This is an optimization exercise on Yosys and OpenROAD, whose aim is small area, a short achievable clock period and few clock cycles, not a production implementation.
Function was checked by simulation only, so behaviour that the tests miss may differ from the original.
Power figures rest on the tool's default switching activity, not on a simulated workload.

## fde_enc
module fde_enc (
    input  wire        clk,
    input  wire        rst,           
    input  wire [1:0]  cfg_rot,       
    input  wire        cfg_mir,
    input  wire        cfg_inv,
    input  wire        cfg_typeb,     
    input  wire        cfg_flush,     
    input  wire [31:0] cfg_addr,      
    input  wire        pix_valid,
    output wire        pix_ready,
    input  wire [31:0] pix_data,
    output wire        out_valid,
    input  wire        out_ready,
    output wire [7:0]  out_data,
    output wire        out_last,
    output wire        frame_done,
    output wire        frame_dup
);
    reg          trn;            
    reg          rrev;           
    reg          desc;           
    reg          inv, typeb, flush;
    reg  [31:0]  addr;
    reg          flip_wr;        
    reg          typeb_rd, desc_rd, flush_rd, flip_rd;
    reg  [7:0]   addr3_rd;       
    reg          pix_rdy;
    reg          in_wait;        
    reg  [7:0]   idx;
    wire         fire0 = pix_valid & pix_rdy;
    wire         first0 = (idx == 8'd0);
    wire         rr0 = first0 ? cfg_rot[1] : rrev;
    wire         fl0 = first0 ? cfg_rot[1] ^ flip_rd : flip_wr;
    wire [3:0]   row0 = (trn ? idx[3:0] : idx[7:4]) ^ {4{rr0}} ^ {fl0, 3'b000};
    reg          v1, last1;
    reg  [3:0]   row1;
    reg  [31:0]  d1;
    reg          v2, last2;
    reg  [3:0]   row2;
    reg  [31:0]  crc;            
    reg  [31:0]  last_fp;
    reg          last_ok;
    wire ce0 = d1[0] ^ d1[2] ^ d1[10] ^ d1[11] ^ d1[15] ^ d1[16] ^ d1[17] ^ d1[18] ^ d1[20] ^ d1[23] ^ d1[24] ^ d1[26] ^ d1[30];
    wire ce1 = d1[2] ^ d1[3] ^ d1[13] ^ d1[14] ^ d1[16] ^ d1[17] ^ d1[21] ^ d1[22] ^ d1[23] ^ d1[24] ^ d1[25] ^ d1[26] ^ d1[27] ^ d1[29] ^ d1[30];
  ...
For scale: about 1800 cells after synthesis, roughly 87 I/O pins, ~24000 um2 of cells after synthesis.
==> flow/config.mk <==
export PLATFORM = sky130hd
export DESIGN_NAME = fde_enc
export DESIGN_NICKNAME = fde_enc
export VERILOG_FILES = /design/flow/design.v
export SDC_FILE = /design/flow/constraint.sdc
export NUM_CORES = 4
export LEC_CHECK = 0
export CAP_MARGIN = 20
export CORE_MARGIN = 2
export CORE_UTILIZATION = 65
export CTS_CLUSTER_DIAMETER = 50
export CTS_CLUSTER_SIZE = 36
export SLEW_MARGIN = 20
==> flow/constraint.sdc <==
create_clock -name core_clock -period 10.0 [get_ports {clk}]
set_input_delay 2.0000 -clock core_clock [delete_from_list [all_inputs] [get_ports {clk}]]
set_output_delay 2.0000 -clock core_clock [all_outputs]
set_load 0.01 [all_outputs]
standard.sh (not shown) runs the stock make flow with config.mk's settings and CLKGATE_MAP_FILE= SYNTH_SCRIPT=/design/flow/synth_recipe.tcl, a recipe that flattens the netlist after the stock synthesis.
==> flow/flow/run.sh <==
#!/bin/bash
set -euo pipefail
bash standard.sh SETUP_SLACK_MARGIN=7 'BUFFER_PORTS_ARGS=-buffer_cell sky130_fd_sc_hd__buf_1' finish > standard_flow.log 2>&1
The baseline completed with no timing, DRC or antenna violations.
Testbench counts at the start, summed over its fixed seeds: cycles 58,304.
Then changed:
==> flow/flow/run.sh (replaced) <==
#!/bin/bash
set -euo pipefail
bash standard.sh SETUP_SLACK_MARGIN=6.7 'BUFFER_PORTS_ARGS=-buffer_cell sky130_fd_sc_hd__buf_1' finish > standard_flow.log 2>&1
CTS_CLUSTER_DIAMETER = 150   (was 50)
CTS_CLUSTER_SIZE = 20   (was 36)
Sequential share of layout area goes up by 2.1 points.
Routed wire length decreases by 4.1%.
Final area came out lower by 4.3%.
Utilization drops by 3.2 points.
Worst setup slack got worse by 100 ps.
Clock skew stays flat.
Then changed:
==> flow/flow/run.sh (replaced) <==
#!/bin/bash
set -euo pipefail
bash standard.sh SETUP_SLACK_MARGIN=7 'BUFFER_PORTS_ARGS=-buffer_cell sky130_fd_sc_hd__buf_1' finish > standard_flow.log 2>&1
CORE_UTILIZATION = 75   (was 65)
Result: Sequential power barely changes; area after synthesis is unchanged; design area went up by a few percent; synthesized cell count is unchanged; global-route usage grows by 7.6 points; core utilization goes up by 13 points; final cell count shrinks slightly; count of clock-buffer cells in the layout is lower by 1.
Then changed:
CORE_UTILIZATION = 65   (was 75)
CTS_CLUSTER_DIAMETER = 80   (was 150)
CTS_CLUSTER_SIZE = 24   (was 20)
The changed run passed the timing, design-rule and antenna checks.
Die area grows by 15%.
Cell count grows by 2.4%.
Cell area hardly moves.
Clock power stays flat.
Worst setup slack got worse by 5.3 ps.
Global-route usage shrinks by 7.5 points.
Combinational power shrinks by about 9%.
Worst hold slack got worse by 20 ps.
Routed wire length shrinks by 17%.
Register-to-register slack improved by 140 ps.
Then changed:
==> flow/flow/run.sh (replaced) <==
#!/bin/bash
set -euo pipefail
bash standard.sh SETUP_SLACK_MARGIN=7 finish > standard_flow.log 2>&1
CORE_UTILIZATION = 40   (was 65)
CTS_CLUSTER_DIAMETER = default   (was 80)
CTS_CLUSTER_SIZE = default   (was 24)
Outcome: Synthesized cell count is unchanged; global-route usage fell by 9.4 points; sequential share of layout area fell by 3.8 points; cell count rose by 16%; sequential power hardly moves; area after synthesis does not change; routed wire length rose by 6.0%; total power rose by 17%; critical path depth stays the same; final area rose by 7.6%; core utilization fell by 25 points.
Then changed:
==> flow/flow/run.sh (replaced) <==
#!/bin/bash
set -euo pipefail
bash standard.sh SETUP_SLACK_MARGIN=7 'BUFFER_PORTS_ARGS=-buffer_cell sky130_fd_sc_hd__buf_1' finish > standard_flow.log 2>&1
CORE_UTILIZATION = 65   (was 40)
CTS_CLUSTER_DIAMETER = 150   (was default)
CTS_CLUSTER_SIZE = 20   (was default)
=> Final cell count is lower by roughly a tenth. Critical path depth is unchanged. Worst hold slack degrades by 61 ps. Wire length goes down by a few percent. Core utilization goes up by 25 points.


fde_enc, a different RTL version from the one above (not shown whole).
For scale: roughly 1800 cells after synthesis, ~520 flip-flops, ~87 I/O pins, ~0.024 mm² of cells after synthesis.
==> flow/config.mk <==
export PLATFORM = sky130hd
export DESIGN_NAME = fde_enc
export DESIGN_NICKNAME = fde_enc
export VERILOG_FILES = /design/flow/design.v
export SDC_FILE = /design/flow/constraint.sdc
export NUM_CORES = 4
export LEC_CHECK = 0
export CAP_MARGIN = 20
export CORE_MARGIN = 2
export CORE_UTILIZATION = 65
export CTS_CLUSTER_DIAMETER = 120
export CTS_CLUSTER_SIZE = 26
export SLEW_MARGIN = 20
export TNS_END_PERCENT = 0
==> flow/constraint.sdc <==
create_clock -name core_clock -period 10.0 [get_ports {clk}]
set_input_delay 2.0000 -clock core_clock [delete_from_list [all_inputs] [get_ports {clk}]]
set_output_delay 2.0000 -clock core_clock [all_outputs]
set_load 0.01 [all_outputs]
==> flow/flow/run.sh <==
#!/bin/bash
set -euo pipefail
bash standard.sh SETUP_SLACK_MARGIN=6.85 'BUFFER_PORTS_ARGS=-buffer_cell sky130_fd_sc_hd__buf_1' finish > standard_flow.log 2>&1
Testbench counts at the start, summed over its fixed seeds: cycles 58,141.
Change:
TNS_END_PERCENT = unset   (was 0)
Effect: Register-to-register slack improves by 250 ps; final area climbs by 0.80%; count of clock-buffer cells in the layout drops by 1; clock skew climbs by 5.7 ps; sequential cell count does not change; setup slack improves by 220 ps; fmax climbs by 7.2%; synthesized area does not change; via count climbs by 0.70%; wire length climbs by 1.1%; global-route usage climbs by 0.29 points.
Change:
CTS_CLUSTER_DIAMETER = 150   (was 120)
CTS_CLUSTER_SIZE = 20   (was 26)
Final area came out higher slightly. Total power is higher by a few percent. Hold slack gets better by 6.6 ps. First-iteration DRC count is higher by a few percent. Sequential power barely changes. Via count rises slightly. Count of clock-buffer cells in the layout grows by 12. Worst setup slack loses 28 ps. Cell count grows slightly. Core utilization goes up by 0.42 points.

static timing again, ports no longer ideal:
The flow's constraints put no driver on any port. The routed layouts listed below were extracted and timed again, unchanged, in two steps.
Step 1: set_driving_cell puts a clkbuf_16 on clk and a buf_2 on each other input, an assumption about the parent block.
Step 2 also shifts input and output timing later by t, the mid clock arrival at the registers, as if the neighbouring blocks saw the same clock.
Slacks: ideal ports / drivers / drivers and shift; pairs: ideal ports / drivers.
run	shift t [ns]	setup slack, ns	worst setup path at the end	pins driven straight from the clock port
the first run of note 1	0.644	6.859 / 6.801 / 6.601	input to register	1
the second run of note 1	0.665	6.756 / 6.756 / 6.172	input to register	1
the third run of note 1	0.641	6.863 / 6.808 / 6.608	input to register	1
the fourth run of note 1	0.638	6.858 / 6.799 / 6.622	input to register	1
the fifth run of note 1	0.681	6.814 / 6.750 / 6.366	input to register	1
the sixth run of note 1	0.663	6.857 / 6.800 / 6.623	input to register	1
the first run of note 2	0.635	6.665 / 6.665 / 6.404	input to register	1
the second run of note 2	0.644	6.888 / 6.833 / 6.409	input to register	1
the third run of note 2	0.651	6.860 / 6.806 / 6.400	input to register	1
After both steps every run listed still meets setup and hold. The setup slack of the second run of note 1, which loses most, moves by 0.000 ns with the drivers and by -0.584 ns with both steps.
